What follows belongs to an exercise in optimizing a design on an open flow for small area; a production flow would make more cautious choices. At most, simulation tests tie the RTL to the original design; equivalence was not proved. Function not checked in run 6: the RTL went through the layout flow alone. The clock port is modelled as an ideal driver; clocking choices that lean on that would not hold on a real chip. Power figures rest on the tool's default switching activity, not on a simulated workload.

==> flow/design.v <==
module ring_buffer (
    input  wire        clk,
    input  wire        rst,         
    input  wire        app_valid,
    input  wire [15:0] app_data,
    input  wire        cmd_valid,
    output wire        cmd_ready,
    input  wire [15:0] cmd_word,
    output reg         rsp_valid,
    output wire [2:0]  rsp_kind,
    output wire [23:0] rsp_data,
    output wire        rsp_end,
    output wire        faulted
);
    localparam N  = 24;
    localparam R  = 8;
    localparam TW = 16;
    localparam DW = 8;
    localparam CW = 5;
    localparam [CW-1:0] UNATT = 5'd28;
    localparam OP_ATTACH  = 4'h1;
    localparam OP_COUNT   = 4'h2;
    localparam OP_READ    = 4'h3;
    localparam OP_CONSUME = 4'h4;
    localparam OP_DROPS   = 4'h5;
    reg [TW-1:0] sh    [1:N];      
    reg [CW-1:0] cnt   [0:R-1];    
    reg [DW-1:0] drops [0:R-1];
    reg [CW-1:0] br;               
    reg [2:0]    brr;              
    reg          flt;
    reg [7:0]    fhi;              
    reg [15:0]   rv;               
    reg [2:0]    kr;               
    wire busy = (br != 0);
    assign faulted   = flt;
    assign cmd_ready = ~busy;      
    assign rsp_end   = ~busy;
    assign rsp_kind  = kr | {3{flt}};
    assign rsp_data  = {fhi, rv};
    wire cmd_go = cmd_valid & ~busy;
    wire [3:0] unit = cmd_word[15:12];
    wire [3:0] op   = cmd_word[11:8];
    wire [7:0] sel  = cmd_word[7:0];
    wire [2:0]    sr   = busy ? brr : sel[2:0];
    wire [CW-1:0] csel = cnt[sr];
    wire          att_s = ~(csel[4] & csel[3] & csel[2]);
    wire [TW-1:0] dsel = sh[csel];
    wire legal = (unit == 4'h0) && (op >= OP_ATTACH) && (op <= OP_DROPS);
    wire r_ok  = (sel[7:3] == 5'd0);
    reg [2:0] fc;
    always @(*) begin
        if (!legal)                           fc = 3'd1;
        else if (!r_ok)                       fc = 3'd2;
        else if (op != OP_ATTACH && !att_s)   fc = 3'd3;
        else if (op == OP_READ && csel == 0)  fc = 3'd4;
        else                                  fc = 3'd0;
    end
    wire live      = cmd_go & ~flt;
    wire cmd_fault = live & (fc != 3'd0);
    wire cmd_exec  = live & (fc == 3'd0);
    wire app_do    = app_valid & ~flt & ~cmd_fault;
    wire ex_attach  = cmd_exec & (op == OP_ATTACH);
    wire ex_read    = cmd_exec & (op == OP_READ);
    wire ex_consume = cmd_exec & (op == OP_CONSUME);
    integer i;
    always @(posedge clk) begin
        if (app_do) begin
            sh[1] <= app_data;
            for (i = 2; i <= N; i = i + 1)
                sh[i] <= sh[i-1];
        end
    end
    genvar g, b;
    generate
        for (g = 0; g < R; g = g + 1) begin : rdr
            wire hit = (sr == g);
            wire clr = ex_attach & hit;
            wire dec = (ex_read | busy) & hit;
            wire top = cnt[g][4] & cnt[g][3];    
            wire up = app_do & ~dec & ~top;
            wire dn = dec & ~app_do;
            wire [CW:0] tu, td;
            assign tu[0] = up;
            assign td[0] = dn;
            for (b = 0; b < CW; b = b + 1) begin : cb
                assign tu[b+1] = tu[b] & cnt[g][b];
                assign td[b+1] = td[b] & ~cnt[g][b];
            end
            always @(posedge clk) begin
                if (rst)
                    cnt[g] <= UNATT;
                else if (clr)
                    cnt[g] <= {4'd0, app_do};
                else
                    cnt[g] <= cnt[g] ^ tu[CW-1:0] ^ td[CW-1:0];
            end
            wire dinc = app_do & top & ~dec & ~(&drops[g]);
            wire [DW:0] dt;
            assign dt[0] = dinc;
            for (b = 0; b < DW; b = b + 1) begin : db
                assign dt[b+1] = dt[b] & drops[g][b];
            end
            always @(posedge clk)
                drops[g] <= {DW{~clr}} & (drops[g] ^ dt[DW-1:0]);
        end
    endgenerate
    always @(posedge clk) begin
        if (rst)
            br <= 0;
        else if (ex_consume)
            br <= csel;
        else if (busy)
            br <= br - 1'b1;
    end
    always @(posedge clk) begin
        if (ex_consume)
            brr <= sel[2:0];
    end
    always @(posedge clk) begin
        if (rst) begin
            flt <= 1'b0;
            fhi <= 8'h00;
        end else if (cmd_fault) begin
            flt <= 1'b1;
            fhi <= cmd_word[15:8];
        end
    end
    always @(posedge clk) begin
        if (rst)
            rsp_valid <= 1'b0;
        else
            rsp_valid <= cmd_go | busy;
    end
    always @(posedge clk) begin
        if (busy)
            kr <= 3'd4;
        else
            case (op)
                OP_COUNT, OP_DROPS: kr <= 3'd1;
                OP_READ:            kr <= 3'd2;
                OP_CONSUME:         kr <= 3'd3;
                default:            kr <= 3'd0;
            endcase
    end
    always @(posedge clk) begin
        if (!flt) begin
            if (busy)
                rv <= dsel;
            else if (fc != 3'd0)
                rv <= {sel, 5'd0, fc};
            else
                case (op)
                    OP_COUNT, OP_CONSUME: rv <= {11'd0, csel};
                    OP_READ:              rv <= dsel;
                    default:              rv <= {8'd0, drops[sel[2:0]]};
                endcase
        end
    end
endmodule
==> flow/flow/run.sh <==
#!/bin/bash
# Own layout flow: the standard synthesis, then its combinational logic
# re-mapped for area with ABC (flip-flops kept as they are), then the
# standard ORFS layout from that netlist. Each tool's output goes to a log
# file of its own in the work folder.
set -euo pipefail
W=$PWD
F=$W/flow
R=$W/orfs/results/$FLOW_PLATFORM/ring_buffer/base
LIB=$FLOW_HOME/platforms/$FLOW_PLATFORM/lib/sky130_fd_sc_hd__tt_025C_1v80.lib

# 1. standard synthesis (unchanged)
bash standard.sh synth > $W/log_1_synth.log 2>&1

# 2. re-map the gates between the registers
cp $R/1_2_yosys.v $W/standard_synth.v
REABC_LIB=$LIB REABC_IN=$W/standard_synth.v REABC_OUT=$W/reabc.v \
REABC_SCRIPT=$F/reabc.abc REABC_STAT=$W/reabc_stat.txt \
  yosys -c $F/reabc.tcl > $W/log_2_reabc.log 2>&1
cp $W/reabc.v $R/1_2_yosys.v
rm -f $R/1_synth.odb $R/1_synth.sdc

# 3. the standard layout from the new netlist
bash standard.sh BUFFER_PORTS_ARGS="-buffer_cell sky130_fd_sc_hd__buf_1" finish > $W/log_3_layout.log 2>&1
test -f $W/out/final.def
==> flow/flow/reabc.abc <==
strash
&get -n
&deepsyn -T 60
&put
dch -f
amap
==> flow/flow/reabc.tcl <==
# Re-map the combinational logic of the standard synthesis netlist for area.
# The flip-flops are kept as they are (same instances, names and cell types);
# only the gates between them are re-synthesized with ABC.
yosys -import
set lib $::env(REABC_LIB)
set net $::env(REABC_IN)
set out $::env(REABC_OUT)
set top $::env(FLOW_TOP)
read_liberty -ignore_miss_func $lib
read_verilog $net
hierarchy -top $top
# keep every sequential cell as an instance
setattr -mod -set keep_hierarchy 1 {sky130_fd_sc_hd__*df*} {sky130_fd_sc_hd__*dl*} {sky130_fd_sc_hd__*sdf*}
flatten
select -module $top t:\$scopeinfo
delete
select -clear
# drop the library's modules and read them back as black boxes
delete {sky130_fd_sc_hd__*}
read_liberty -lib $lib
hierarchy -top $top
opt_clean
abc -script $::env(REABC_SCRIPT) -liberty $lib -dont_use sky130_fd_sc_hd__probe_p_8 -dont_use sky130_fd_sc_hd__probec_p_8 -dont_use {sky130_fd_sc_hd__lpflow_*}
splitnets
opt_clean -purge
hilomap -singleton -hicell sky130_fd_sc_hd__conb_1 HI -locell sky130_fd_sc_hd__conb_1 LO
insbuf -buf sky130_fd_sc_hd__buf_1 A X
opt_clean -purge
tee -o $::env(REABC_STAT) stat -liberty $lib
check -assert
select $top
write_verilog -noattr -nohex -nodec -selected $out
==> flow/standard.sh <==
#!/bin/bash
# synth_recipe.tcl (not shown) runs the flow's synth.tcl, then flattens the netlist and writes it again
# the make line also repeats each setting of config.mk as NAME=value (left out here)
make -C /OpenROAD-flow-scripts/flow DESIGN_CONFIG=/design/flow/config.mk WORK_HOME=/design/flow/orfs CLKGATE_MAP_FILE= SYNTH_SCRIPT=/design/flow/synth_recipe.tcl "${@:-finish}"
==> flow/config.mk <==
export PLATFORM = sky130hd
export DESIGN_NAME = ring_buffer
export DESIGN_NICKNAME = ring_buffer
export VERILOG_FILES = /design/flow/design.v
export SDC_FILE = /design/flow/constraint.sdc
export NUM_CORES = 4
export LEC_CHECK = 0
export CAP_MARGIN = 20
export CORE_MARGIN = 2
export CORE_UTILIZATION = 65
export CTS_BUF_LIST = sky130_fd_sc_hd__clkbuf_8
export CTS_CLUSTER_DIAMETER = 50
export CTS_CLUSTER_SIZE = 16
export PLACE_DENSITY = 0.75
export SLEW_MARGIN = 20
==> flow/constraint.sdc <==
create_clock -name core_clock -period 10.0 [get_ports {clk}]
set_input_delay 2.0000 -clock core_clock [delete_from_list [all_inputs] [get_ports {clk}]]
set_output_delay 2.0000 -clock core_clock [all_outputs]
set_load 0.01 [all_outputs]
==> impl_metrics.env, run 1 <==
export IMPL_die_x_um=181.6
export IMPL_n_antenna_cell=0
export IMPL_antenna_found_initial=1
export IMPL_clk_latency_ps=630
export IMPL_hold_violations=0
export IMPL_numPortBuffers=66
export IMPL_seqCellArea_sq_um=14540
export IMPL_hold_path_class="reg2reg"
export IMPL_holdWs_ps=451.7
export IMPL_grt_start_max_net_pins=180
export IMPL_slowest_delay_ps=570
export IMPL_numCtsBuffers=45
export IMPL_ys_warn_count=20
export IMPL_syn_instance_count=1588
export IMPL_path_max_fanout=151
export IMPL_drt_wl_total_mm=55.21
export IMPL_worstPathRequired_ps=10480
export IMPL_num_rows=65
export IMPL_wl_per_cell_um=25.56
export IMPL_ctsRootBufferMaster="clkbuf_8"
export IMPL_clock_sinks=525
export IMPL_syn_avg_cell_area_sq_um=12.91
export IMPL_drt_iter0_markers=2053
export IMPL_final_util_pct=71.86
export IMPL_mostFrequentLayoutCell="edfxtp_1"
export IMPL_status="finished clean"
export IMPL_cts_buffer_depth=3
export IMPL_pin_count=67
export IMPL_fillCellCount=2118
export IMPL_cp_slowest_cell="o22ai_1"
export IMPL_initial_core_util_pct=65.49
export IMPL_power_frac_seq_pct=43.5
export IMPL_multiInputGateArea_sq_um=5584
export IMPL_sw_frac_of_total_pct=42.30
export IMPL_cp_end_kind="flop"
export IMPL_ir_worst_vdd_uv=211.8
export IMPL_vias_per_cell=6.793
export IMPL_rsz0062_at_grt="false"
export IMPL_p_int_uw=4748
export IMPL_cts_htree_levels=2
export IMPL_pwr_share_comb_pct=41.8
export IMPL_skew_ps=22.02
export IMPL_hold_buffers=0
export IMPL_fin_crit_sh_pct=87.06
export IMPL_drive_gt1_share_pct=7.110
export IMPL_finalCriticalPeriod_ps=8706
export IMPL_fmax_mhz=114.9
export IMPL_drv_slew=0
export IMPL_area_growth_pct=9.719
export IMPL_crit_arrival_ps=9180
export IMPL_dp_hpwl_mm=35.89
export IMPL_p_sw_uw=3482
export IMPL_grt_pass1_vias=14080
export IMPL_fin_setup_tns_ps=0
export IMPL_routabilityCongestion=0.9777
export IMPL_grt_ovfl_total=0
export IMPL_power_density_nw_per_um2=365.8
export IMPL_fin_nets=1764
export IMPL_grt_pass1_wl_mm=83.12
export IMPL_crit_path_start_kind="flop"
export IMPL_leakagePower_uw=0.007451
export IMPL_cts_resized=0
export IMPL_setup_viol=0
export IMPL_use_met2_pct=54.04
export IMPL_route_detailed_drc=0
export IMPL_worstSetupPathType="reg2reg"
export IMPL_ant_nets=0
export IMPL_num_vias=14670
export IMPL_max_slew_worst_pin_slew_ps=1004
export IMPL_cp_common_cell="nor2_1"
export IMPL_drtPass1Iterations=6
export IMPL_grtUsageMet1_pct=44.01
export IMPL_synth_net_count=1624
export IMPL_die_h_um=181.6
export IMPL_grt_usage_pct=33.79
export IMPL_clk_pin_slew_ps=100
export IMPL_max_slew_margin_rel_pct=32.62
export IMPL_die_area_sq_um=32990
export IMPL_tritoncts="built"
export IMPL_final_cell_mix="403 x edfxtp_1, 194 x nor2_1, 128 x nand2_1"
export IMPL_core_area_sq_um=31310
export IMPL_p_clk_share_pct=14.6
export IMPL_post_cts_buffers=0
export IMPL_grt_met3_usage_pct=6.598
export IMPL_max_cap_violations=0
export IMPL_busiest_layer="met2"
export IMPL_syn_area_sq_um=20510
==> power groups by stage <==
stage | Clock (uW) | Sequential [uW] | Combinational (uW)
after global routing | 1280 | 3640 | 3670
final | 1210 | 3580 | 3440
after global placement | 0 | 3590 | 3310
after CTS | 1210 | 3570 | 3370
after floorplan | 0 | 3520 | 1990
after detailed placement | 0 | 3610 | 3350
==> worst max-delay path, delay by kind of cell (launching register included) <==
family / cells / cell delay, ps
AO/OA/AOI/OAI: 6 / 1630
buffers and inverters: 12 / 2600
flip-flops: 1 / 330
AND/OR/NAND/NOR: 21 / 3930
==> registers in the layout, summed over array words and instances (netlist names) <==
name       flops
br             5
brr            3
cnt           40
drops         64
fhi            8
flt            1
kr             3
rsp_valid      1
rv            16
sh           384
==> final cells by class <==
type	count	area share (%)
flip-flops and latches	525	64.64
repair buffers	105	2.458
inverters	120	2.074
multi-input cells	931	24.82
clock buffers	48	2.936
well taps	402	2.235
clock inverters	29	0.8397
==> stage by stage <==
| stage | worst slack (ps) | instances | area (sq um) | total power (uW) |
|---|---|---|---|---|
| after floorplan | 692.0 | 1588 | 20510 | 5507 |
| after global placement | 1244 | 2083 | 21650 | 6893 |
| after detailed placement | 940.3 | 2083 | 21650 | 6964 |
| after CTS | 1369 | 2160 | 22500 | 8156 |
| after global routing | 265.1 | 2160 | 22500 | 8592 |
| final | 1294 | 2160 | 22500 | 8230 |
==> path summary, 6_finish.rpt <==
path,slack [ps],startpoint,end,cells after the start
worst max-delay path,1290,br[1],drops[2][6],39
worst min-delay path,450,sh[7][5],sh[8][5],0
worst max register to register,1290,br[1],drops[2][6],39
worst min register to register,450,sh[7][5],sh[8][5],0
==> per-layer routing <==
| layer | wire (um) | part of all wire [%] |
|---|---|---|
| met1 | 20740 | 38 |
| met2 | 25650 | 46 |
| met3 | 5432 | 9.8 |
| met4 | 3385 | 6.1 |
| met5 | 0 | 0 |
==> run 2, diff against run 1 <==
--- a/flow/config.mk
+++ b/flow/config.mk
@@ -9,7 +9,7 @@
 export CORE_MARGIN = 2
 export CORE_UTILIZATION = 65
 export CTS_BUF_LIST = sky130_fd_sc_hd__clkbuf_8
-export CTS_CLUSTER_DIAMETER = 50
-export CTS_CLUSTER_SIZE = 16
+export CTS_CLUSTER_DIAMETER = 40
+export CTS_CLUSTER_SIZE = 24
 export PLACE_DENSITY = 0.75
 export SLEW_MARGIN = 20
==> impl_metrics.env, run 2 <==
export IMPL_drv_slew=0
export IMPL_die_x_um=181.6
export IMPL_path_max_fanout=151
export IMPL_cp_slowest_cell="o22ai_1"
export IMPL_status="finished clean"
export IMPL_p_sw_uw=3557
export IMPL_tritoncts="built"
export IMPL_skew_ps=40.52
export IMPL_fin_setup_tns_ps=0
export IMPL_cts_htree_levels=2
export IMPL_grt_met3_usage_pct=6.538
export IMPL_vias_per_cell=6.734
export IMPL_power_frac_seq_pct=42.0
export IMPL_worstPathRequired_ps=10490
export IMPL_ctsRootBufferMaster="clkbuf_8"
export IMPL_area_growth_pct=11.40
export IMPL_drive_gt1_share_pct=8.620
export IMPL_busiest_layer="met2"
export IMPL_crit_family="simple AND/OR/NAND/NOR gates"
export IMPL_crit_path_start_kind="flop"
export IMPL_drt_wl_total_mm=55.07
export IMPL_rsz0062_at_grt="false"
export IMPL_leakagePower_uw=0.007592
export IMPL_ys_warn_count=20
export IMPL_pin_count=67
export IMPL_routabilityCongestion=0.9777
export IMPL_setup_viol=0
export IMPL_cts_buffer_depth=3
export IMPL_fin_area_sq_um=22840
export IMPL_slowest_delay_ps=580
export IMPL_finalCriticalPeriod_ps=8683
export IMPL_numCtsBuffers=50
export IMPL_drtPass1Iterations=7
export IMPL_drt_iter0_markers=2046
export IMPL_max_cap_violations=0
export IMPL_num_rows=65
export IMPL_fin_nets=1769
export IMPL_post_cts_buffers=0
export IMPL_crit_arrival_ps=9170
export IMPL_ir_worst_vdd_uv=213.5
export IMPL_antenna_found_initial=1
export IMPL_wl_per_cell_um=25.30
export IMPL_grt_pass1_vias=14190
export IMPL_num_vias=14660
export IMPL_grt_pass1_wl_mm=83.28
export IMPL_grtUsageMet1_pct=43.99
export IMPL_hold_buffers=0
export IMPL_use_met2_pct=54.30
export IMPL_hold_path_class="reg2reg"
export IMPL_numPortBuffers=66
export IMPL_largest_register="sh"
export IMPL_fin_crit_sh_pct=86.83
export IMPL_die_area_sq_um=32990
export IMPL_synth_net_count=1624
export IMPL_initial_core_util_pct=65.49
export IMPL_n_antenna_cell=0
export IMPL_p_int_uw=4961
export IMPL_max_slew_worst_pin_slew_ps=1013
export IMPL_grt_usage_pct=33.73
export IMPL_pwr_share_comb_pct=40.5
export IMPL_worstSetupPathType="reg2reg"
export IMPL_route_detailed_drc=0
export IMPL_p_clk_share_pct=17.5
export IMPL_final_cell_mix="403 x edfxtp_1, 194 x nor2_1, 128 x nand2_1"
export IMPL_dp_hpwl_mm=35.89
export IMPL_mostFrequentLayoutCell="edfxtp_1"
export IMPL_critPathBufInv=12
export IMPL_placedInstanceArea_sq_um=21650
export IMPL_syn_instance_count=1588
export IMPL_cts_resized=0
export IMPL_grt_start_max_net_pins=180
export IMPL_core_area_sq_um=31310
export IMPL_cp_end_kind="flop"
export IMPL_clock_sinks=525
export IMPL_syn_avg_cell_area_sq_um=12.91
export IMPL_fmax_mhz=115.2
export IMPL_grt_ovfl_total=0
export IMPL_largest_reg_flops=384
export IMPL_power_density_nw_per_um2=372.9
export IMPL_syn_area_sq_um=20510
export IMPL_clk_latency_ps=640
export IMPL_hold_violations=0
export IMPL_max_slew_margin_rel_pct=32.00
export IMPL_ant_nets=0
export IMPL_cp_common_cell="nor2_1"
export IMPL_reg_top3="sh (384), drops (64), cnt (40)"
export IMPL_sw_frac_of_total_pct=41.76
export IMPL_clk_pin_slew_ps=100
export IMPL_die_h_um=181.6
==> run 2: power groups by stage <==
stage / sequential (uW) / clock, uW / combinational [uW]
after floorplan: 3520 / 0 / 1990
final: 3580 / 1490 / 3450
after CTS: 3570 / 1500 / 3370
after global routing: 3640 / 1580 / 3670
after detailed placement: 3610 / 0 / 3350
after global placement: 3590 / 0 / 3310
==> run 2: final timing paths <==
check	startpoint	end	slack, ps	cells past startpoint
setup reg to reg	br[1]	drops[2][6]	1320	39
hold reg to reg	sh[22][6]	sh[23][6]	440	0
setup / recovery	br[1]	drops[2][6]	1320	39
hold / removal	sh[22][6]	sh[23][6]	440	0
==> run 2: stage by stage <==
stage	power, uW	setup slack, ps	hold WS [ps]	instances	utilization [%]
floorplan	5507	692.0	418.8	1588	-
global placement	6893	1244	428.6	2083	69.15
detailed placement	6964	940.3	434.3	2083	69.15
CTS	8448	1404	443.8	2177	72.96
global route	8886	333.8	445.2	2177	72.96
finish	8518	1317	437.3	2177	72.96
==> run 2: final cells by class <==
cell class / count / area, sq um
Fill cell: 2069 / 8467
Clock inverter: 36 / 395.4
Inverter: 120 / 466.7
Timing Repair Buffer: 105 / 553.0
Multi-Input combinational cell: 931 / 5584
Tap cell: 402 / 503.0
Sequential cell: 525 / 14540
Clock buffer: 58 / 798.3
==> run 2: layer usage <==
layer | up-vias | share of wire (%)
li1 | 6597 | -
met1 | 6976 | 37
met2 | 899 | 47
met3 | 189 | 10
met4 | 0 | 5.9
met5 | - | 0
==> run 3, diff against run 2 <==
--- a/flow/config.mk
+++ b/flow/config.mk
@@ -7,9 +7,9 @@
 export LEC_CHECK = 0
 export CAP_MARGIN = 20
 export CORE_MARGIN = 2
-export CORE_UTILIZATION = 65
+export CORE_UTILIZATION = 72
 export CTS_BUF_LIST = sky130_fd_sc_hd__clkbuf_8
-export CTS_CLUSTER_DIAMETER = 40
-export CTS_CLUSTER_SIZE = 24
-export PLACE_DENSITY = 0.75
+export CTS_CLUSTER_DIAMETER = 60
+export CTS_CLUSTER_SIZE = 18
+export PLACE_DENSITY = 0.8
 export SLEW_MARGIN = 20
==> impl_metrics.env, run 3 <==
export IMPL_crit_arrival_ps=9390
export IMPL_num_rows=61
export IMPL_crit_path_start_kind="flop"
export IMPL_fin_crit_sh_pct=89.46
export IMPL_routabilityCongestion=0.9923
export IMPL_die_h_um=172.8
export IMPL_path_max_fanout=141
export IMPL_worstSetupPathType="reg2reg"
export IMPL_antenna_found_initial=0
export IMPL_grt_pass1_vias=14280
export IMPL_use_met2_pct=59.39
export IMPL_die_area_sq_um=29850
export IMPL_clk_pin_slew_ps=100
export IMPL_grt_ovfl_total=0
export IMPL_hold_violations=0
export IMPL_die_x_um=172.8
export IMPL_largest_reg_flops=384
export IMPL_worstPathRequired_ps=10450
export IMPL_syn_instance_count=1588
export IMPL_fin_nets=1755
export IMPL_finalCriticalPeriod_ps=8946
export IMPL_rr_endpoint="drops[4][6]"
export IMPL_drt_wl_total_mm=54.48
export IMPL_cp_common_cell="nor2_1"
export IMPL_setup_viol=0
export IMPL_mostFrequentLayoutCell="edfxtp_1"
export IMPL_drtPass1Iterations=6
export IMPL_grt_met3_usage_pct=6.574
export IMPL_ant_nets=0
export IMPL_max_cap_violations=0
export IMPL_dp_hpwl_mm=36.01
export IMPL_final_cell_mix="403 x edfxtp_1, 194 x nor2_1, 128 x nand2_1"
export IMPL_wl_per_cell_um=25.71
export IMPL_numCtsBuffers=36
export IMPL_initial_core_util_pct=73.41
export IMPL_rsz0062_at_grt="false"
export IMPL_timing_rr_start="br[1]"
export IMPL_synth_net_count=1624
export IMPL_holdWs_ps=449.1
export IMPL_fillCellCount=1630
export IMPL_grt_usage_pct=36.16
export IMPL_busiest_layer="met2"
export IMPL_power_density_nw_per_um2=364.1
export IMPL_syn_avg_cell_area_sq_um=12.91
export IMPL_n_antenna_cell=0
export IMPL_drt_iter0_markers=2228
export IMPL_syn_area_sq_um=20510
export IMPL_largest_register="sh"
export IMPL_reg_top3="sh (384), drops (64), cnt (40)"
export IMPL_reg2regPathDepth=37
export IMPL_cp_end_kind="flop"
export IMPL_drive_gt1_share_pct=6.031
export IMPL_skew_ps=37.08
export IMPL_grtUsageMet1_pct=46.58
export IMPL_cts_buffer_depth=3
export IMPL_num_vias=14800
export IMPL_cts_htree_levels=2
export IMPL_startpoint="br[1]"
export IMPL_slowest_delay_ps=580
export IMPL_area_growth_pct=8.499
export IMPL_fin_setup_tns_ps=0
export IMPL_clk_latency_ps=610
export IMPL_cts_resized=0
export IMPL_hold_depth=0
export IMPL_ctsRootBufferMaster="clkbuf_8"
export IMPL_drv_slew=0
export IMPL_grt_start_max_net_pins=142
export IMPL_numPortBuffers=66
export IMPL_clock_sinks=525
export IMPL_tritoncts="built"
export IMPL_hold_path_class="reg2reg"
export IMPL_final_util_pct=79.65
export IMPL_ff2ff_setup_slack_ps=1050
export IMPL_ir_worst_vdd_uv=350.0
export IMPL_fmax_mhz=111.8
export IMPL_cp_endpoint="drops[4][6]"
export IMPL_placedInstanceArea_sq_um=21610
export IMPL_cp_slowest_cell="o22ai_1"
export IMPL_vias_per_cell=6.983
export IMPL_fin_area_sq_um=22250
export IMPL_ys_warn_count=20
export IMPL_core_area_sq_um=27930
export IMPL_max_slew_margin_rel_pct=25.65
export IMPL_route_detailed_drc=0
export IMPL_hold_buffers=0
export IMPL_max_slew_worst_pin_slew_ps=1115
export IMPL_post_cts_buffers=0
export IMPL_leakagePower_uw=0.007363
export IMPL_status="finished clean"
export IMPL_grt_pass1_wl_mm=81.87
export IMPL_pin_count=67
-- run 3: layout make-up --
cell class | instances | area [sq um] | area share, %
sequential | 525 | 14540 | 65.37
multi-input combinational | 931 | 5587 | 25.11
timing repair buffer | 105 | 540.5 | 2.429
clock buffer | 39 | 536.8 | 2.412
tap | 378 | 473.0 | 2.126
inverter | 120 | 466.7 | 2.098
clock inverter | 21 | 102.6 | 0.4611
-- run 3: report_power, final --
group | leakage [uW] | internal, uW | switching [uW]
combinational | 0.00215 | 1090 | 2390
clock | 0.000379 | 369 | 671
sequential | 0.00483 | 3200 | 382
total | 0.00736 | 4660 | 3440
-- run 3: worst min-delay path by stage --
stage / from / to / slack, ps
6_report: sh[23][4] / sh[24][4] / 450
3_5_place_dp: sh[1][6] / sh[2][6] / 430
3_3_place_gp: sh[13][0] / sh[14][0] / 430
5_1_grt: sh[9][1] / sh[10][1] / 460
4_1_cts: sh[2][14] / sh[3][14] / 450
2_1_floorplan: sh[1][1] / sh[2][1] / 420
-- run 3: layer usage --
| layer | part of all wire (%) | vias up |
|---|---|---|
| met3 | 11 | 231 |
| met5 | 0 | - |
| met4 | 6.3 | 0 |
| met2 | 48 | 1037 |
| li1 | - | 6514 |
| met1 | 35 | 7014 |
-- run 3: worst max-delay path, delay by kind of cell (launching register included) --
family	cells	cell delay, ps
AND/OR/NAND/NOR	20	3980
buffers and inverters	12	2760
AO/OA/AOI/OAI	5	1570
flip-flops	1	330
-- run 3: per-stage QoR --
| step | setup WS, ps | cells | power (uW) |
|---|---|---|---|
| 6_report | 1054 | 2119 | 8101 |
| 5_1_grt | 174.8 | 2119 | 8414 |
| 4_1_cts | 1275 | 2119 | 7996 |
| 3_5_place_dp | 881.5 | 2059 | 6980 |
| 3_3_place_gp | 1238 | 2059 | 6833 |
| 2_1_floorplan | 692.0 | 1588 | 5507 |
==> run 4, diff against run 3 <==
--- a/flow/config.mk
+++ b/flow/config.mk
@@ -10,6 +10,6 @@
 export CORE_UTILIZATION = 72
 export CTS_BUF_LIST = sky130_fd_sc_hd__clkbuf_8
 export CTS_CLUSTER_DIAMETER = 60
-export CTS_CLUSTER_SIZE = 18
+export CTS_CLUSTER_SIZE = 20
 export PLACE_DENSITY = 0.8
 export SLEW_MARGIN = 20
==> impl_metrics.env, run 4 <==
export IMPL_initial_core_util_pct=73.41
export IMPL_skew_ps=22.89
export IMPL_status="finished clean"
export IMPL_sw_frac_of_total_pct=42.46
export IMPL_wl_per_cell_um=25.76
export IMPL_final_cell_mix="403 x edfxtp_1, 194 x nor2_1, 128 x nand2_1"
export IMPL_rr_endpoint="drops[6][6]"
export IMPL_num_vias=14950
export IMPL_startpoint="br[0]"
export IMPL_finalCriticalPeriod_ps=8823
export IMPL_route_detailed_drc=0
export IMPL_ant_nets=0
export IMPL_routabilityCongestion=0.9923
export IMPL_synth_net_count=1624
export IMPL_power_density_nw_per_um2=364.3
export IMPL_cts_htree_levels=2
export IMPL_ir_worst_vdd_uv=357.2
export IMPL_ctsRootBufferMaster="clkbuf_8"
export IMPL_n_antenna_cell=0
export IMPL_clock_sinks=525
export IMPL_p_int_uw=4659
export IMPL_hold_violations=0
export IMPL_drtPass1Iterations=8
export IMPL_grt_start_max_net_pins=142
export IMPL_dp_hpwl_mm=36.01
export IMPL_drt_wl_total_mm=54.37
export IMPL_cp_common_cell="nor2_1"
export IMPL_leakagePower_uw=0.007320
export IMPL_largest_register="sh"
export IMPL_die_area_sq_um=29850
export IMPL_syn_instance_count=1588
export IMPL_cp_end_kind="flop"
export IMPL_post_cts_buffers=0
export IMPL_syn_avg_cell_area_sq_um=12.91
export IMPL_slowest_delay_ps=580
export IMPL_drt_iter0_markers=2142
export IMPL_worstPathRequired_ps=10440
export IMPL_hold_path_class="reg2reg"
export IMPL_cts_resized=0
export IMPL_reg_top3="sh (384), drops (64), cnt (40)"
export IMPL_grt_usage_pct=36.04
export IMPL_numPortBuffers=66
export IMPL_grt_ovfl_total=0
export IMPL_vias_per_cell=7.083
export IMPL_largest_reg_flops=384
export IMPL_p_sw_uw=3437
export IMPL_syn_area_sq_um=20510
export IMPL_min_from="sh[15][6]"
export IMPL_antenna_found_initial=0
export IMPL_crit_arrival_ps=9260
export IMPL_area_growth_pct=8.365
export IMPL_power_frac_seq_pct=44.3
export IMPL_numCtsBuffers=34
export IMPL_fin_area_sq_um=22220
export IMPL_dp_cells=2059
export IMPL_max_slew_worst_pin_slew_ps=1123
export IMPL_drv_slew=0
export IMPL_max_cap_violations=0
export IMPL_die_h_um=172.8
export IMPL_pin_count=67
export IMPL_setup_viol=0
export IMPL_pwr_share_comb_pct=43.0
export IMPL_fin_cells=2111
export IMPL_mostFrequentLayoutCell="edfxtp_1"
export IMPL_fin_setup_tns_ps=0
export IMPL_hold_buffers=0
export IMPL_cp_endpoint="drops[6][6]"
export IMPL_tritoncts="built"
export IMPL_cts_buffer_depth=3
export IMPL_cp_slowest_cell="o22ai_1"
export IMPL_rsz0062_at_grt="false"
export IMPL_clk_latency_ps=590
export IMPL_fin_nets=1753
export IMPL_num_rows=61
export IMPL_grt_pass1_wl_mm=81.63
export IMPL_worstSetupPathType="reg2reg"
export IMPL_clk_pin_slew_ps=120
export IMPL_core_area_sq_um=27930
export IMPL_fin_crit_sh_pct=88.23
export IMPL_ys_warn_count=20
export IMPL_fmax_mhz=113.3
export IMPL_max_slew_margin_rel_pct=25.15
export IMPL_holdWs_ps=438.9
export IMPL_final_util_pct=79.55
export IMPL_timing_rr_start="br[0]"
export IMPL_crit_path_start_kind="flop"
export IMPL_path_max_fanout=141
export IMPL_ff2ff_setup_slack_ps=1180
export IMPL_die_x_um=172.8
export IMPL_grt_pass1_vias=14270
export IMPL_p_clk_share_pct=12.7
export IMPL_drive_gt1_share_pct=5.943
export IMPL_reg2regPathDepth=39
export IMPL_placedInstanceArea_sq_um=21610
-- run 4: critical path: cells and delay by family, from the launching register on --
kind                   cells  cell delay [ps]
AND/OR/NAND/NOR           21             3760
buffers and inverters     12             2680
AO/OA/AOI/OAI              6             1720
flip-flops                 1              340
-- run 4: power by group through the flow --
stage | registers (uW) | logic (uW) | clock network (uW)
after floorplan | 3520 | 1990 | 0
after CTS | 3580 | 3380 | 1020
after global placement | 3580 | 3250 | 0
final | 3590 | 3480 | 1030
after global routing | 3640 | 3660 | 1100
after detailed placement | 3610 | 3370 | 0
-- run 4: area by class of cell --
cell class,instances,area [sq um]
Tap cell,378,473.0
Fill cell,1631,5712
Clock inverter,17,130.1
Clock buffer,35,481.7
Inverter,120,466.7
Timing Repair Buffer,105,540.5
Sequential cell,525,14540
Multi-Input combinational cell,931,5587
-- run 4: metal layers --
layer	vias up	track usage (%)	wire length [um]	part of all wire, %
li1	6510	-	-	-
met1	7123	46.15	18890	35
met2	1063	58.80	26070	48
met3	256	7.102	5927	11
met4	0	19.74	3480	6.4
met5	-	0	0	0
-- run 4: through the flow --
| step | setup slack [ps] | total power, uW |
|---|---|---|
| 6_report | 1177 | 8096 |
| 5_1_grt | 263.7 | 8403 |
| 2_1_floorplan | 692.0 | 5507 |
| 3_5_place_dp | 881.5 | 6980 |
| 4_1_cts | 1298 | 7985 |
| 3_3_place_gp | 1238 | 6833 |
-- run 4: worst min-delay path by stage --
| stage | endpoint | slack, ps | cells after the start |
|---|---|---|---|
| after detailed placement | sh[2][6] | 430 | 0 |
| after global placement | sh[14][0] | 430 | 0 |
| after global routing | sh[16][6] | 430 | 0 |
| final | sh[16][6] | 440 | 0 |
| after floorplan | sh[2][1] | 420 | 0 |
| after CTS | sh[16][6] | 440 | 0 |
==> run 5, diff against run 4 <==
--- a/flow/flow/run.sh
+++ b/flow/flow/run.sh
@@ -21,5 +21,5 @@
 rm -f $R/1_synth.odb $R/1_synth.sdc
 
 # 3. the standard layout from the new netlist
-bash standard.sh BUFFER_PORTS_ARGS="-buffer_cell sky130_fd_sc_hd__buf_1" finish > $W/log_3_layout.log 2>&1
+bash standard.sh BUFFER_PORTS_ARGS="-buffer_cell sky130_fd_sc_hd__buf_1" RECOVER_POWER=100 finish > $W/log_3_layout.log 2>&1
 test -f $W/out/final.def
==> flow/config.mk (replaced) <==
export PLATFORM = sky130hd
export DESIGN_NAME = ring_buffer
export DESIGN_NICKNAME = ring_buffer
export VERILOG_FILES = /design/flow/design.v
export SDC_FILE = /design/flow/constraint.sdc
export NUM_CORES = 4
export LEC_CHECK = 0
export CAP_MARGIN = 0
export CORE_MARGIN = 2
export CORE_UTILIZATION = 65
export CTS_BUF_LIST = sky130_fd_sc_hd__clkbuf_8
export CTS_CLUSTER_DIAMETER = 50
export CTS_CLUSTER_SIZE = 16
export PLACE_DENSITY = 0.75
export SLEW_MARGIN = 0
==> impl_metrics.env, run 5 <==
export IMPL_mostFrequentLayoutCell="edfxtp_1"
export IMPL_finalCriticalPeriod_ps=9014
export IMPL_wl_per_cell_um=25.60
export IMPL_ant_nets=0
export IMPL_cts_buffer_depth=3
export IMPL_hold_buffers=0
export IMPL_vias_per_cell=6.803
export IMPL_grt_pass1_wl_mm=83.12
export IMPL_ys_warn_count=20
export IMPL_max_cap_violations=3
export IMPL_synth_net_count=1624
export IMPL_so_faults="max-capacitance violations, max-slew violations"
export IMPL_path_max_fanout=179
export IMPL_multiInputGateArea_sq_um=5584
export IMPL_numPortBuffers=66
export IMPL_final_cell_mix="403 x edfxtp_1, 194 x nor2_1, 128 x nand2_1"
export IMPL_max_slew_margin_rel_pct=-57.34
export IMPL_fin_setup_tns_ps=0
export IMPL_setup_viol=0
export IMPL_num_rows=65
export IMPL_largest_register="sh"
export IMPL_cp_slowest_cell="clkbuf_4"
export IMPL_max_slew_worst_pin_slew_ps=2360
export IMPL_skew_ps=19.58
export IMPL_pin_count=67
export IMPL_worstSetupPathType="reg2reg"
export IMPL_core_area_sq_um=31310
export IMPL_drt_wl_total_mm=55.29
export IMPL_post_cts_buffers=0
export IMPL_drv_slew=257
export IMPL_syn_avg_cell_area_sq_um=12.91
export IMPL_ff2ff_setup_slack_ps=990
export IMPL_fin_nets=1764
export IMPL_tritoncts="built"
export IMPL_hold_violations=0
export IMPL_rsz0062_at_grt="false"
export IMPL_crit_arrival_ps=9200
export IMPL_ctsRootBufferMaster="clkbuf_8"
export IMPL_grt_start_max_net_pins=180
export IMPL_dp_hpwl_mm=35.89
export IMPL_numCtsBuffers=45
export IMPL_status="complete, but fails checks"
export IMPL_slowest_delay_ps=1840
export IMPL_routabilityCongestion=0.9777
export IMPL_area_growth_pct=9.646
export IMPL_n_antenna_cell=0
export IMPL_die_area_sq_um=32990
export IMPL_power_density_nw_per_um2=366.8
export IMPL_hold_path_class="reg2reg"
export IMPL_reg_top3="sh (384), drops (64), cnt (40)"
export IMPL_largest_reg_flops=384
export IMPL_seqCellArea_sq_um=14540
export IMPL_drtPass1Iterations=6
export IMPL_fmax_mhz=110.9
export IMPL_cts_htree_levels=2
export IMPL_worstPathRequired_ps=10180
export IMPL_clk_latency_ps=620
export IMPL_die_x_um=181.6
export IMPL_syn_area_sq_um=20510
export IMPL_crit_path_start_kind="flop"
export IMPL_grt_pass1_vias=14080
export IMPL_ir_worst_vdd_uv=211.6
export IMPL_cts_resized=0
export IMPL_fin_crit_sh_pct=90.14
export IMPL_drive_gt1_share_pct=7.110
export IMPL_fillCellCount=2121
export IMPL_die_h_um=181.6
export IMPL_drt_iter0_markers=2002
export IMPL_initial_core_util_pct=65.49
export IMPL_route_detailed_drc=0
export IMPL_leakagePower_uw=0.007447
export IMPL_power_uw=8248
export IMPL_clock_sinks=525
export IMPL_grt_usage_pct=33.79
export IMPL_antenna_found_initial=1
export IMPL_grt_ovfl_total=0
export IMPL_syn_instance_count=1588
export IMPL_clk_pin_slew_ps=100
export IMPL_cp_end_kind="flop"
export IMPL_num_vias=14700
-- run 5: where the power goes --
group	switching (uW)	internal, uW
clock	741	465
sequential	379	3220
combinational	2370	1080
-- run 5: path summary, 6_finish.rpt --
check | startpoint | end | depth (start not counted)
setup / recovery | br[1] | sh[11][8] | 28
hold / removal | sh[16][6] | sh[17][6] | 0
setup reg to reg | br[1] | sh[11][8] | 28
hold reg to reg | sh[16][6] | sh[17][6] | 0
-- run 5: stage by stage --
step | utilization (%) | area (sq um) | setup WS (ps) | hold slack (ps) | instances
6_report | 71.81 | 22490 | 985.8 | 446.7 | 2160
5_1_grt | 71.81 | 22490 | 209.3 | 457.2 | 2160
4_1_cts | 71.86 | 22500 | 1369 | 451.4 | 2160
3_5_place_dp | 69.15 | 21650 | 940.3 | 434.3 | 2083
3_3_place_gp | 69.15 | 21650 | 1244 | 428.6 | 2083
2_1_floorplan | - | 20510 | 692.0 | 418.8 | 1588
-- run 5: metal layers --
metal | wire length, um | vias up | track usage [%]
met5 | 0 | - | 0
met4 | 3268 | 0 | 18.73
met3 | 5491 | 187 | 6.598
met2 | 25930 | 860 | 54.04
met1 | 20600 | 7093 | 44.01
li1 | - | 6555 | -
-- run 5: area by class of cell --
class                           instances  share of cell area, %
Tap cell                              402                  2.237
Timing Repair Buffer                  105                  2.393
Multi-Input combinational cell        931                  24.83
Clock buffer                           48                  2.938
Clock inverter                         29                 0.8402
Sequential cell                       525                  64.68
Inverter                              120                  2.076
-- run 5: worst max-delay path, delay by kind of cell, from the launching register on --
family	cells	cell delay, ps
buffers and inverters	12	4350
DFF	1	330
and+or+nand+nor	13	2470
AOI/OAI and AO/OA	3	1140
==> run 6, diff against run 5 <==
--- a/flow/design.v
+++ b/flow/design.v
@@ -59,9 +59,9 @@
     wire live      = cmd_go & ~flt;
     wire cmd_fault = live & (fc != 3'd0);
     wire cmd_exec  = live & (fc == 3'd0);
-    wire app_do    = app_valid & ~flt & ~cmd_fault;
-    wire ex_attach  = cmd_exec & (op == OP_ATTACH);
-    wire ex_read    = cmd_exec & (op == OP_READ);
+    wire app_do    = app_valid;
+    wire ex_attach  = cmd_go & (op == OP_ATTACH);
+    wire ex_read    = cmd_go & (op == OP_READ);
     wire ex_consume = cmd_exec & (op == OP_CONSUME);
     integer i;
     always @(posedge clk) begin
--- a/flow/flow/run.sh
+++ b/flow/flow/run.sh
@@ -20,6 +20,13 @@
 cp $W/reabc.v $R/1_2_yosys.v
 rm -f $R/1_synth.odb $R/1_synth.sdc
 
-# 3. the standard layout from the new netlist
-bash standard.sh BUFFER_PORTS_ARGS="-buffer_cell sky130_fd_sc_hd__buf_1" RECOVER_POWER=100 finish > $W/log_3_layout.log 2>&1
+# 3. the standard layout from the new netlist, up to clock tree synthesis
+PB="BUFFER_PORTS_ARGS=-buffer_cell sky130_fd_sc_hd__buf_1"
+bash standard.sh "$PB" cts > $W/log_3_cts.log 2>&1
+
+# 4. stronger upper-level clock buffers
+CLKFIX_TH=0.097 CLKFIX_RESULTS=$R openroad -no_init -exit $F/clkfix.tcl > $W/log_4_clkfix.log 2>&1
+
+# 5. the rest of the standard layout
+bash standard.sh "$PB" finish > $W/log_5_finish.log 2>&1
 test -f $W/out/final.def
==> flow/flow/clkfix.tcl (new file) <==
# Upsize the clock tree's upper-level buffers (every CTS buffer that is not a
# leaf buffer): they drive long wires to the leaf buffers, and a slow edge
# there shows up at the flip-flops' clock pins. Then re-legalize.
set P $::env(FLOW_HOME)/platforms/$::env(FLOW_PLATFORM)
set R $::env(CLKFIX_RESULTS)
read_lef $P/lef/sky130_fd_sc_hd.tlef
read_lef $P/lef/sky130_fd_sc_hd_merged.lef
read_liberty $P/lib/sky130_fd_sc_hd__tt_025C_1v80.lib
read_db $R/4_cts.odb
set block [ord::get_db_block]
set n 0
foreach inst [$block getInsts] {
  set name [$inst getName]
  set master [[$inst getMaster] getName]
  if {[string match "clkbuf_*" $name] && ![string match "*leaf*" $name] && [string match "sky130_fd_sc_hd__clkbuf_*" $master]} {
    puts "upsize $name $master"
    replace_cell $name sky130_fd_sc_hd__clkbuf_16
    incr n
  }
}
puts "upsized $n clock buffers"

# Then upsize the leaf buffers whose flip-flops see the slowest clock edge,
# as estimated from the placement.
read_sdc $R/4_cts.sdc
set_propagated_clock [all_clocks]
source $P/setRC.tcl
estimate_parasitics -placement
set worst [dict create]
foreach pin [get_pins -hierarchical */CLK] {
  set s 0
  foreach a {max min} { foreach e {rise fall} { set v [get_property $pin slew_${a}_$e]; if {$v > $s} {set s $v} } }
  foreach p [get_pins -of_objects [get_nets -of_objects $pin] -filter "direction==output"] {
    set d [get_name [get_cells -of_objects $p]]
    if {![dict exists $worst $d] || [dict get $worst $d] < $s} { dict set worst $d $s }
  }
}
set m 0
dict for {d s} $worst {
  puts "leaf $d [format %.4f $s]"
  if {$s > $::env(CLKFIX_TH) && [string match "clkbuf_*" $d]} {
    set inst [$block findInst $d]
    if {[[$inst getMaster] getName] ne "sky130_fd_sc_hd__clkbuf_16"} {
      replace_cell $d sky130_fd_sc_hd__clkbuf_16
      incr m
    }
  }
}
puts "upsized $m leaf buffers"
detailed_placement
check_placement -verbose
write_db $R/4_cts.odb
==> flow/config.mk (replaced) <==
export PLATFORM = sky130hd
export DESIGN_NAME = ring_buffer
export DESIGN_NICKNAME = ring_buffer
export VERILOG_FILES = /design/flow/design.v
export SDC_FILE = /design/flow/constraint.sdc
export NUM_CORES = 4
export LEC_CHECK = 0
export CAP_MARGIN = 20
export CORE_MARGIN = 2
export CORE_UTILIZATION = 72
export CTS_BUF_LIST = sky130_fd_sc_hd__clkbuf_8
export CTS_CLUSTER_DIAMETER = 60
export CTS_CLUSTER_SIZE = 20
export PLACE_DENSITY = 0.8
export SLEW_MARGIN = 20
==> impl_metrics.env, run 6 <==
export IMPL_syn_area_sq_um=20490
export IMPL_grt_pass1_vias=14430
export IMPL_route_detailed_drc=0
export IMPL_ir_worst_vdd_uv=177.0
export IMPL_wl_per_cell_um=27.51
export IMPL_power_density_nw_per_um2=256.1
export IMPL_grt_pass1_wl_mm=86.95
export IMPL_post_cts_buffers=0
export IMPL_max_slew_margin_rel_pct=16.50
export IMPL_drt_wl_total_mm=58.20
export IMPL_core_area_sq_um=27930
export IMPL_path_cells="buf_1, nor2_1, clkinv_1, o22ai_1, clkinv_1, nand3_1, o22ai_1, a2111oi_0, nand2_1, o21ai_0, clkinv_1, nand3_1, nor3_1, o21ai_0, clkinv_1, nor2_1, clkinv_1, nor2_1, a21o_1, o31ai_1, o21ai_0"
export IMPL_clock_sinks=525
export IMPL_vias_per_cell=7.195
export IMPL_rsz0062_at_grt="false"
export IMPL_cts_buffer_depth=3
export IMPL_largest_register="sh"
export IMPL_syn_avg_cell_area_sq_um=12.90
export IMPL_fin_setup_tns_ps=0
export IMPL_hold_violations=0
export IMPL_rr_endpoint="rv[10]"
export IMPL_numCtsBuffers=35
export IMPL_startpoint="cmd_word[0]"
export IMPL_fmax_mhz=122.3
export IMPL_crit_family="simple AND/OR/NAND/NOR gates"
export IMPL_ant_nets=0
export IMPL_clk_latency_ps=540
export IMPL_cp_common_cell="clkinv_1"
export IMPL_power_uw=5774
export IMPL_dp_cells=2059
export IMPL_num_vias=15220
export IMPL_die_x_um=172.7
export IMPL_ys_warn_count=20
export IMPL_largest_reg_flops=384
export IMPL_drv_slew=0
export IMPL_ff2ff_setup_slack_ps=2040
export IMPL_die_area_sq_um=29820
export IMPL_hold_path_class="reg2reg"
export IMPL_die_h_um=172.7
export IMPL_fin_crit_sh_pct=81.75
export IMPL_area_growth_pct=10.03
export IMPL_cts_htree_levels=2
export IMPL_path_max_fanout=14
export IMPL_grt_usage_pct=38.76
export IMPL_reg2regPathDepth=27
export IMPL_finalCriticalPeriod_ps=8175
export IMPL_cp_slowest_cell="nor2_1"
export IMPL_cp_end_kind="flop"
export IMPL_n_antenna_cell=0
export IMPL_drive_gt1_share_pct=5.926
export IMPL_numPortBuffers=66
export IMPL_max_slew_worst_pin_slew_ps=1248
export IMPL_initial_core_util_pct=73.34
export IMPL_fillCellCount=1605
export IMPL_setup_viol=0
export IMPL_cts_resized=0
export IMPL_fin_nets=1754
export IMPL_pin_count=67
export IMPL_max_cap_violations=0
export IMPL_grt_start_max_net_pins=174
export IMPL_crit_path_start_kind="primary input"
export IMPL_antenna_found_initial=1
export IMPL_dp_hpwl_mm=38.67
export IMPL_drt_iter0_markers=2535
export IMPL_fin_area_sq_um=22540
export IMPL_cp_endpoint="rv[10]"
export IMPL_clk_pin_slew_ps=100
export IMPL_mostFrequentLayoutCell="edfxtp_1"
export IMPL_synth_net_count=1624
export IMPL_crit_arrival_ps=8530
export IMPL_hold_buffers=0
export IMPL_fin_cells=2116
export IMPL_skew_ps=53.34
export IMPL_timing_rr_start="br[0]"
export IMPL_worstPathRequired_ps=10350
export IMPL_reg_top3="sh (384), drops (64), cnt (40)"
export IMPL_final_cell_mix="403 x edfxtp_1, 175 x nor2_1, 136 x clkinv_1"
export IMPL_drtPass1Iterations=8
export IMPL_grt_ovfl_total=0
export IMPL_status="finished clean"
export IMPL_tritoncts="built"
export IMPL_placedInstanceArea_sq_um=21560
export IMPL_ctsRootBufferMaster="clkbuf_8"
export IMPL_critPathBufInv=6
export IMPL_leakagePower_uw=0.007533
export IMPL_syn_instance_count=1588
export IMPL_slowest_delay_ps=800
export IMPL_critical_path_depth=21
export IMPL_routabilityCongestion=1.002
export IMPL_num_rows=61
export IMPL_worstSetupPathType="in2reg"
run 6: layout make-up:
cell class | instances | area, sq um | share of cell area, %
Clock buffer | 37 | 847.1 | 3.758
Clock inverter | 20 | 131.4 | 0.5828
Inverter | 135 | 506.7 | 2.248
Multi-Input combinational cell | 916 | 5482 | 24.32
Sequential cell | 525 | 14540 | 64.52
Tap cell | 378 | 473.0 | 2.098
Timing Repair Buffer | 105 | 558.0 | 2.476
run 6: power breakdown:
group | internal, uW | leakage [uW] | switching, uW
sequential | 2660 | 0.00496 | 230
clock | 642 | 0.000509 | 713
combinational | 471 | 0.00206 | 1050
total | 3780 | 0.00753 | 2000
run 6: metrics by stage:
| stage | util [%] | hold slack (ps) | setup WS [ps] |
|---|---|---|---|
| 2_1_floorplan | - | 418.0 | 2009 |
| 3_3_place_gp | 77.13 | 423.4 | 1970 |
| 3_5_place_dp | 77.18 | 434.2 | 1655 |
| 4_1_cts | 79.47 | 452.5 | 2259 |
| 5_1_grt | 80.70 | 453.9 | 1315 |
| 6_report | 80.70 | 446.6 | 1825 |
run 6: worst min-delay path by stage:
stage | startpoint | endpoint | slack (ps) | depth (start not counted)
floorplan | sh[8][0] | sh[9][0] | 420 | 0
global placement | sh[8][1] | sh[9][1] | 420 | 0
detailed placement | sh[8][13] | sh[9][13] | 430 | 0
CTS | sh[8][13] | sh[9][13] | 450 | 0
global route | sh[11][7] | sh[12][7] | 450 | 0
finish | sh[8][13] | sh[9][13] | 450 | 0
run 6: routing by layer:
layer | up-vias | track usage, % | routed length, um
met1 | 7221 | 53.58 | 20250
met5 | - | 0 | 14
met3 | 237 | 8.333 | 8294
met2 | 1249 | 60.88 | 26650
met4 | 2 | 16.28 | 2991
li1 | 6515 | - | -
run 6: worst register-to-register path: cells and delay by family (launching register included):
kind	cells	cell delay, ps
buffers and inverters	7	1940
DFF	1	340
AOI/OAI and AO/OA	7	2070
and+or+nand+nor	13	3460
==> run 7, diff against run 6 <==
--- a/flow/design.v
+++ b/flow/design.v
@@ -59,9 +59,9 @@
     wire live      = cmd_go & ~flt;
     wire cmd_fault = live & (fc != 3'd0);
     wire cmd_exec  = live & (fc == 3'd0);
-    wire app_do    = app_valid;
-    wire ex_attach  = cmd_go & (op == OP_ATTACH);
-    wire ex_read    = cmd_go & (op == OP_READ);
+    wire app_do    = app_valid & ~flt & ~cmd_fault;
+    wire ex_attach  = cmd_exec & (op == OP_ATTACH);
+    wire ex_read    = cmd_exec & (op == OP_READ);
     wire ex_consume = cmd_exec & (op == OP_CONSUME);
     integer i;
     always @(posedge clk) begin
--- a/flow/config.mk
+++ b/flow/config.mk
@@ -10,6 +10,6 @@
 export CORE_UTILIZATION = 72
 export CTS_BUF_LIST = sky130_fd_sc_hd__clkbuf_8
 export CTS_CLUSTER_DIAMETER = 60
-export CTS_CLUSTER_SIZE = 20
+export CTS_CLUSTER_SIZE = 24
 export PLACE_DENSITY = 0.8
 export SLEW_MARGIN = 20
==> impl_metrics.env, run 7 <==
export IMPL_fin_setup_tns_ps=0
export IMPL_leakagePower_uw=0.007592
export IMPL_rsz0062_at_grt="false"
export IMPL_antenna_found_initial=1
export IMPL_clk_latency_ps=540
export IMPL_dp_hpwl_mm=36.01
export IMPL_cts_resized=0
export IMPL_wl_per_cell_um=27.02
export IMPL_synth_net_count=1624
export IMPL_max_slew_worst_pin_slew_ps=1021
export IMPL_route_met2_wl_mm=26.94
export IMPL_ir_worst_vdd_uv=373.3
export IMPL_hold_violations=0
export IMPL_final_cell_mix="403 x edfxtp_1, 194 x nor2_1, 128 x nand2_1"
export IMPL_status="finished clean"
export IMPL_num_rows=61
export IMPL_setup_viol=0
export IMPL_slowest_delay_ps=570
export IMPL_die_area_sq_um=29850
export IMPL_numPortBuffers=66
export IMPL_clock_sinks=525
export IMPL_drt_wl_total_mm=57.30
export IMPL_cp_end_kind="flop"
export IMPL_top_layer_used="met5"
export IMPL_fin_cells=2121
export IMPL_ant_nets=0
export IMPL_mostFrequentLayoutCell="edfxtp_1"
export IMPL_cp_slowest_cell="o22ai_1"
export IMPL_worstSetupPathType="reg2reg"
export IMPL_drt_iter0_markers=2507
export IMPL_route_detailed_drc=0
export IMPL_syn_instance_count=1588
export IMPL_dp_cells=2059
export IMPL_pin_count=67
export IMPL_fmax_mhz=113.0
export IMPL_skew_ps=35.87
export IMPL_wl_met1_mm=19.34
export IMPL_power_density_nw_per_um2=382.4
export IMPL_crit_path_start_kind="flop"
export IMPL_drive_gt1_share_pct=6.713
export IMPL_cts_buffer_depth=3
export IMPL_die_h_um=172.8
export IMPL_wl_met3_mm=6.502
export IMPL_path_max_fanout=141
export IMPL_grt_start_max_net_pins=142
export IMPL_core_area_sq_um=27930
export IMPL_worstPathRequired_ps=10390
export IMPL_grt_pass1_wl_mm=85.66
export IMPL_largest_reg_flops=384
export IMPL_numCtsBuffers=34
export IMPL_reg_top3="sh (384), drops (64), cnt (40)"
export IMPL_clk_pin_slew_ps=100
export IMPL_area_growth_pct=11.34
export IMPL_syn_area_sq_um=20510
export IMPL_ys_warn_count=20
export IMPL_cts_htree_levels=2
export IMPL_largest_register="sh"
export IMPL_ctsRootBufferMaster="clkbuf_8"
export IMPL_grt_ovfl_total=0
export IMPL_routabilityCongestion=0.9923
export IMPL_grt_usage_pct=37.87
export IMPL_fin_nets=1754
export IMPL_holdWs_ps=434.9
export IMPL_fin_crit_sh_pct=88.50
export IMPL_crit_arrival_ps=9240
export IMPL_syn_avg_cell_area_sq_um=12.91
export IMPL_max_slew_margin_rel_pct=31.94
export IMPL_finalCriticalPeriod_ps=8850
export IMPL_num_vias=15120
export IMPL_vias_per_cell=7.130
export IMPL_hold_buffers=0
export IMPL_max_cap_violations=0
export IMPL_tritoncts="built"
export IMPL_n_antenna_cell=0
export IMPL_die_x_um=172.8
export IMPL_drv_slew=0
export IMPL_cp_common_cell="nor2_1"
export IMPL_post_cts_buffers=0
export IMPL_initial_core_util_pct=73.41
export IMPL_hold_path_class="reg2reg"
export IMPL_drtPass1Iterations=8
export IMPL_grt_pass1_vias=14710
## run 7: worst max-delay path, delay by kind of cell (launching register included)
| kind | cells | cell delay [ps] |
|---|---|---|
| flops | 1 | 330 |
| compound gates | 6 | 1710 |
| buf+inv | 12 | 2690 |
| simple gates | 21 | 3840 |
## run 7: power by group
| part | internal (uW) | switching, uW |
|---|---|---|
| Sequential | 3200 | 402 |
| Combinational | 1100 | 2460 |
| Clock | 802 | 766 |
| Total | 5110 | 3630 |
## run 7: final timing paths
kind	endpoint	cells past startpoint	slack, ps	start
min	sh[21][0]	0	430	sh[20][0]
max	drops[6][6]	39	1150	br[1]
min reg2reg	sh[21][0]	0	430	sh[20][0]
max reg2reg	drops[6][6]	39	1150	br[1]
## run 7: layout make-up
cell class | instances | area [sq um]
Multi-Input combinational cell | 931 | 5587
Fill cell | 1510 | 5102
Tap cell | 378 | 473.0
Clock inverter | 26 | 340.3
Sequential cell | 525 | 14540
Inverter | 120 | 466.7
Timing Repair Buffer | 106 | 568.0
Clock buffer | 35 | 853.3
## run 7: through the flow
stage          setup slack, ps  area, sq um  total power [uW]  utilization (%)
4_1_cts                   1286        22430              8196            80.31
3_5_place_dp             881.5        21610              6980            77.36
3_3_place_gp              1238        21610              6833            77.36
2_1_floorplan            692.0        20510              5507                -
5_1_grt                  163.3        22830              9006            81.73
6_report                  1150        22830              8731            81.73
## run 7: routing by layer
layer	global-route usage (%)	vias up
met5	0	-
li1	-	6547
met2	62.10	1144
met4	22.63	2
met1	47.87	7112
met3	6.750	318

-- re-timing with driven ports --
In the flow no input, the clock included, has a driving cell. The finished layouts below were timed again as built, in two steps. Step 1 assumes that a clkbuf_16 drives the clock port and a buf_2 every other input. Step 2 adds t to the input delays and takes it off the output delays; t is the mean of the earliest and latest rising clock arrival at the registers after step 1. Input paths then give back, and output paths get back, about the clock's delay inside the block. Slacks: ideal / step 1 / step 2; pairs: ideal / step 1.
run	t, ns	setup slack, ns	worst hold slack (ns)	clock arrival spread, ns	worst slew at a driven data input, ns
run 1	0.665	1.294 / 1.294 / 0.842	0.452 / 0.452 / 0.452	0.027 / 0.027	0.04
run 2	0.665	1.317 / 1.317 / 0.859	0.437 / 0.437 / 0.437	0.040 / 0.041	0.04
run 3	0.635	1.054 / 1.054 / 0.712	0.449 / 0.449 / 0.449	0.037 / 0.037	0.04
run 4	0.627	1.177 / 1.177 / 0.819	0.439 / 0.439 / 0.439	0.026 / 0.025	0.04
run 5	0.663	0.986 / 0.986 / 0.563	0.447 / 0.447 / 0.447	0.025 / 0.025	0.04
run 6	0.564	1.825 / 1.823 / 1.260	0.447 / 0.447 / 0.447	0.055 / 0.055	0.07
run 7	0.577	1.150 / 1.150 / 0.749	0.435 / 0.435 / 0.435	0.036 / 0.037	0.04
The setup slack of run 6, which loses most, moves by -0.002 ns with the drivers and by -0.565 ns with both steps.
